Context: an optimization exercise on an open-source flow, tuned for small area. The choices shown serve that exercise and are no tape-out recipe.
In this exercise RTL edits were held to simulation tests only and were not proved equivalent to the original.
Power and IR drop assume default switching activity. The flow treats the clock pin as an ideal source, which a real chip does not have.

==> flow/design.v <==
module col216_core (
    input  wire        clk,
    input  wire        rst,           
    input  wire [15:0] prog_len,      
    output wire [15:0] imem_addr,
    input  wire [31:0] imem_rdata,
    output wire [17:0] dmem_addr,     
    output wire        dmem_we,
    output wire [31:0] dmem_wdata,
    input  wire [31:0] dmem_rdata,
    output wire        wb_valid,      
    output wire [4:0]  wb_rd,
    output wire [31:0] wb_data,
    output wire        halted,
    output wire        fault,
    output wire [2:0]  fault_code,
    output wire [15:0] fault_pc
);
    reg [3:0]  ph;                    
    reg        clr;                   
    reg [15:0] pc;
    reg        halt_r;
    reg        fault_r;
    reg [2:0]  fcode;
    reg        c;                     
    reg        z;                     
    reg [31:0] A;                     
    reg [31:0] R;                     
    reg [6:0]  mc;                    
    reg        wbv_r;                 
    reg        st_r;                  
    reg [4:0]  wb_rd_r;
    reg [1:0]  mc0;                   
    reg        mprev;                 
    wire rev2  = ph[3];
    wire first = (ph[2:0] == 3'd0);
    wire last  = (ph == 4'd15);
    wire go    = ~fault_r & ~halt_r;
    wire [31:0] instr = imem_rdata;
    wire [5:0]  op    = instr[31:26];
    wire [4:0]  rs    = instr[25:21];
    wire [4:0]  rt    = instr[20:16];
    wire [4:0]  rd    = instr[15:11];
    wire is_add  = (op == 6'd1);
    wire is_sub  = (op == 6'd2);
    wire is_mul  = (op == 6'd3);
    wire is_slt  = (op == 6'd4);
    wire is_addi = (op == 6'd5);
    wire is_lw   = (op == 6'd6);
    wire is_sw   = (op == 6'd7);
    wire is_beq  = (op == 6'd8);
    wire is_bne  = (op == 6'd9);
    wire is_j    = (op == 6'd10);
    wire is_r    = is_add | is_sub | is_mul | is_slt;
    wire is_mem  = is_lw | is_sw;
    wire is_br   = is_beq | is_bne;
    wire writes  = is_r | is_addi | is_lw;
    wire [4:0] dest = is_r ? rd : rt;
    wire op_ok      = (op != 6'd0) & (op <= 6'd10);
    wire bad_syntax = ~op_ok | (is_r & (instr[10:0] != 11'd0));
    wire bad_reg    = (is_r & (rd == 5'd0)) | ((is_addi | is_lw) & (rt == 5'd0));
    wire dec_fault  = bad_syntax | bad_reg;
    wire [2:0] dec_code = bad_syntax ? 3'd4 : 3'd1;
    wire [15:0] cx   = rev2 ? A[17:2] : ph[0] ? instr[15:0] : pc;
    wire        c_gt = (cx > prog_len);
    wire        c_eq = (cx == prog_len);
    wire at_end     = c_eq;
    wire bad_label  = (is_br & (instr[15] | c_gt))
                    | (is_j  & ((instr[25:16] != 10'd0) | c_gt));
    wire [4:0] rsel = (rev2 ^ is_mem) ? rs : rt;
    wire       wen  = go & rev2 & writes;
    wire [3:0] whi;
    wire [7:0] wlo;
    genvar h;
    generate
        for (h = 0; h < 4; h = h + 1) begin : wh
            assign whi[h] = clr | (wen & (dest[4:3] == h));
        end
        for (h = 0; h < 8; h = h + 1) begin : wl
            assign wlo[h] = clr | (dest[2:0] == h);
        end
    endgenerate
    wire [3:0] tap [0:31];
    assign tap[0] = 4'd0;
    wire [3:0] wd;                    
    wire       fix;                   
    genvar g;
    generate
        for (g = 1; g < 32; g = g + 1) begin : rf
            reg  [31:0] ring;
            wire        we = whi[g >> 3] & wlo[g & 7];
            always @(posedge clk)
                ring <= {we ? (wd & {4{~clr}}) : ring[3:0], ring[31:8],
                         ring[7:5], ring[4] | (we & fix)};
            assign tap[g] = ring[3:0];
        end
    endgenerate
    wire [3:0] X = clr ? 4'd0 : tap[rsel];    
    wire [15:0] imm  = instr[15:0];
    wire [3:0]  immd = ph[2] ? {4{imm[15]}} : imm[{ph[1:0], 2'b00} +: 4];
    wire        inv  = rev2 & (is_sub | is_slt | is_br);
    wire [3:0]  Y    = ((rev2 & ~is_addi) ? R[3:0] : immd) ^ {4{inv}};
    wire        cin  = first ? inv : c;
    wire [4:0]  sum  = {1'b0, X} + {1'b0, Y} + {4'd0, cin};
    wire [3:0]  s    = sum[3:0];
    wire        co   = sum[4];
    wire        lt   = X[3] ^ Y[3] ^ co;             
    wire        zc   = (first | z) & (s == 4'd0);    
    assign fix = last & is_slt & lt;
    wire [3:0]  d   = X & {4{rev2}};
    wire        b0n = d[1];
    wire        b0s1 = d[0] ^ mprev;
    wire        b0s2 = (d[1] & ~d[0] & ~mprev) | (~d[1] & d[0] & mprev);
    wire        b1n = d[3];
    wire        b1s1 = d[2] ^ d[1];
    wire        b1s2 = (d[3] & ~d[2] & ~d[1]) | (~d[3] & d[2] & d[1]);
    wire [31:0] A2  = {A[30:0], 1'b0};
    wire [31:0] r0  = ((A & {32{b0s1}}) | (A2 & {32{b0s2}})) ^ {32{b0n}};
    wire [31:0] r1x = ((A & {32{b1s1}}) | (A2 & {32{b1s2}})) ^ {32{b1n}};
    wire [31:0] r1  = {r1x[29:0], 2'b00};
    wire [31:0] q0  = R;              
    wire [31:0] s3  = r0 ^ r1 ^ q0;
    wire [31:0] c3  = {((r0 & r1) | (r0 & q0) | (r1 & q0)), 1'b0};
    wire [31:0] msum;
    wire [7:0]  mco;
    wire [5:0]  n0 = {2'b00, s3[3:0]} + {2'b00, c3[3:0]} + {4'd0, mc0}
                   + {3'd0, b1n, 1'b0, b0n};
    assign msum[3:0] = n0[3:0];
    assign mco[0] = 1'b0;
    genvar k;
    generate
        for (k = 1; k < 8; k = k + 1) begin : nib
            wire cin_k = (k < 7) ? mc[k] : 1'b0;
            assign {mco[k], msum[4*k +: 4]} =
                {1'b0, s3[4*k +: 4]} + {1'b0, c3[4*k +: 4]} + {4'd0, cin_k};
        end
    endgenerate
    wire [3:0] mdig = dmem_rdata[{ph[2:0], 2'b00} +: 4];
    wire [3:0] res  = is_lw  ? mdig :
                      is_mul ? msum[3:0] :
                      is_slt ? 4'd0 : s;
    assign wd = res;
    wire [3:0] din  = ~rev2 ? (X & {4{~is_mul}}) : is_sw ? X : res;
    wire        mrun = rev2 & is_mul;
    wire [27:0] Rlo;
    generate
        for (k = 0; k < 7; k = k + 1) begin : rlo
            wire take = mrun & ({1'b0, ph[2:0]} <= 4'd6 - k);
            assign Rlo[4*k +: 4] = take ? msum[4*k+4 +: 4] : R[4*k+4 +: 4];
        end
    endgenerate
    wire ea_bad = (A[1:0] != 2'd0) | (A[31:20] != 12'd0) | ((A[19:18] == 2'd0) & ~c_gt & ~c_eq);
    wire taken = (is_beq & zc) | (is_bne & ~zc);
    always @(posedge clk) begin
        R   <= {din, Rlo[27:1], Rlo[0] | fix};
        wb_rd_r <= dest;
        if (~rev2)
            A <= {is_mem ? s : X, A[31:4]};
        mc0 <= n0[5:4] & {2{rev2}};
        mc  <= {mco[6:1], 1'b0} & {7{rev2}};
        mprev <= d[3] & ~last;
        c   <= co;
        z   <= zc;
        if (rst) begin
            ph      <= 4'd0;
            clr     <= 1'b1;
            pc      <= 16'd0;
            halt_r  <= 1'b0;
            fault_r <= 1'b0;
            wbv_r   <= 1'b0;
            st_r    <= 1'b0;
        end else begin
            wbv_r <= go & last & writes;
            st_r  <= go & last & is_sw;
            ph <= ph + 4'd1;
            if (ph == 4'd7)
                clr <= 1'b0;
            if (go) begin
                if (ph == 4'd0) begin
                    if (at_end)
                        halt_r <= 1'b1;
                    else if (dec_fault) begin
                        fault_r <= 1'b1;
                        fcode   <= dec_code;
                    end
                end
                if (ph == 4'd1 && bad_label) begin
                    fault_r <= 1'b1;
                    fcode   <= 3'd2;
                end
                if (ph == 4'd8 && is_mem && ea_bad) begin
                    fault_r <= 1'b1;
                    fcode   <= 3'd3;
                end
                if (last)
                    pc <= (is_j | (is_br & taken)) ? instr[15:0] : pc + 16'd1;
            end
        end
    end
    assign imem_addr  = pc;
    assign dmem_addr  = A[19:2];
    assign dmem_we    = st_r;
    assign dmem_wdata = R;
    assign wb_valid   = wbv_r;
    assign wb_rd      = wb_rd_r;
    assign wb_data    = R;
    assign halted     = halt_r;
    assign fault      = fault_r;
    assign fault_code = fcode;
    assign fault_pc   = pc;
endmodule
Settings: LEC_CHECK=0, ABC_AREA=1, CAP_MARGIN=20, CORE_MARGIN=2, CORE_UTILIZATION=60, SLEW_MARGIN=20; clock period 11.0 ns.
standard.sh (not shown) runs the stock make flow with config.mk's settings and CLKGATE_MAP_FILE= SYNTH_SCRIPT=/design/flow/synth_recipe.tcl, a recipe that flattens the netlist after the stock synthesis.
==> flow/flow/run.sh <==
#!/bin/bash
# The standard layout (standard.sh) with three changes:
#  - synthesis maps logic with an area-oriented ABC script (flow/area.abc),
#    through flow/my_synth.tcl, otherwise the same as synth_recipe.tcl;
#  - the port buffers are the smallest buffer cell;
#  - clock tree synthesis uses larger sink clusters and no dummy loads.
# make's output goes to standard.log; each tool's full log is in orfs/logs.
set -o pipefail
W=$(pwd)
sed "s#SYNTH_SCRIPT=[^ ]*#SYNTH_SCRIPT=$W/flow/my_synth.tcl#" standard.sh > my_standard.sh
export MY_ABC_SCRIPT=$W/flow/area.abc
export BUFFER_PORTS_ARGS="-buffer_cell sky130_fd_sc_hd__buf_1"
export CTS_ARGS="-sink_clustering_enable -repair_clock_nets -dont_use_dummy_load -sink_clustering_size 30 -sink_clustering_max_diameter 100"
bash my_standard.sh > standard.log 2>&1
==> flow/flow/area.abc <==
&get -n
&st
&dch -f
&nf -R 1000 -p -F 8 -A 4 -E 50
&put
buffer -c
topo
stime -c
upsize -c
dnsize -c
==> flow/flow/my_synth.tcl <==
# synth_recipe.tcl (the standard synthesis) with one change: ABC maps the
# combinational logic with the script named by MY_ABC_SCRIPT (an area-oriented
# &nf mapping) instead of ORFS's. Registers are mapped before ABC runs, so
# they are the standard synthesis's registers, with the same names and cells.
proc synth {args} { yosys synth -nofsm -noshare {*}$args }
proc abc {args} {
  set i [lsearch -exact $args -script]
  if { $i >= 0 && [info exists ::env(MY_ABC_SCRIPT)] } {
    lset args [expr {$i + 1}] $::env(MY_ABC_SCRIPT)
  }
  yosys abc {*}$args
}
source $::env(SCRIPTS_DIR)/synth.tcl
# left out here: clear keep_hierarchy, flatten, clean up, hide names made inside functions, write 1_2_yosys.v
==> next run, changes <==
--- a/flow/design.v
+++ b/flow/design.v
@@ -69,17 +69,6 @@
                     | (is_j  & ((instr[25:16] != 10'd0) | c_gt));
     wire [4:0] rsel = (rev2 ^ is_mem) ? rs : rt;
     wire       wen  = go & rev2 & writes;
-    wire [3:0] whi;
-    wire [7:0] wlo;
-    genvar h;
-    generate
-        for (h = 0; h < 4; h = h + 1) begin : wh
-            assign whi[h] = clr | (wen & (dest[4:3] == h));
-        end
-        for (h = 0; h < 8; h = h + 1) begin : wl
-            assign wlo[h] = clr | (dest[2:0] == h);
-        end
-    endgenerate
     wire [3:0] tap [0:31];
     assign tap[0] = 4'd0;
     wire [3:0] wd;                    
@@ -88,7 +77,7 @@
     generate
         for (g = 1; g < 32; g = g + 1) begin : rf
             reg  [31:0] ring;
-            wire        we = whi[g >> 3] & wlo[g & 7];
+            wire        we = clr | (wen & (dest == g));
             always @(posedge clk)
                 ring <= {we ? (wd & {4{~clr}}) : ring[3:0], ring[31:8],
                          ring[7:5], ring[4] | (we & fix)};
=>
- combinational power falls by a little under a tenth
- power falls slightly
- area after synthesis rises slightly
- setup slack degrades by 0.18 ns
- via count is about the same
- non-clock buffer count falls by 5
- wire length rises slightly
- clock-buffer cell count does not change
- cell area rises slightly
- die area rises slightly

[what the ideal ports hide]
The results above use ideal ports. As a check the final layouts listed here were re-extracted and re-timed, cells and wires unchanged. Step 1, drivers: a clkbuf_16 drives clk and a buf_2 each remaining input, both assumed. Step 2, shift: input delay + t, output delay - t, t = (earliest + latest rising clock arrival at the registers) / 2. This alone moves slack from input paths to output paths. Slacks: ideal ports / drivers / drivers and shift; pairs: ideal ports / drivers.
run | shift t [ns] | setup slack, ns | clock arrival spread, ns
the first run | 0.641 | 1.357 / 1.392 / 0.751 | 0.067 / 0.068
the second run | 0.633 | 1.174 / 1.210 / 0.577 | 0.062 / 0.061
After both steps setup and hold are still met in every run listed. The setup slack of the first run, which loses most, moves by +0.035 ns with the drivers and by -0.606 ns with both steps.
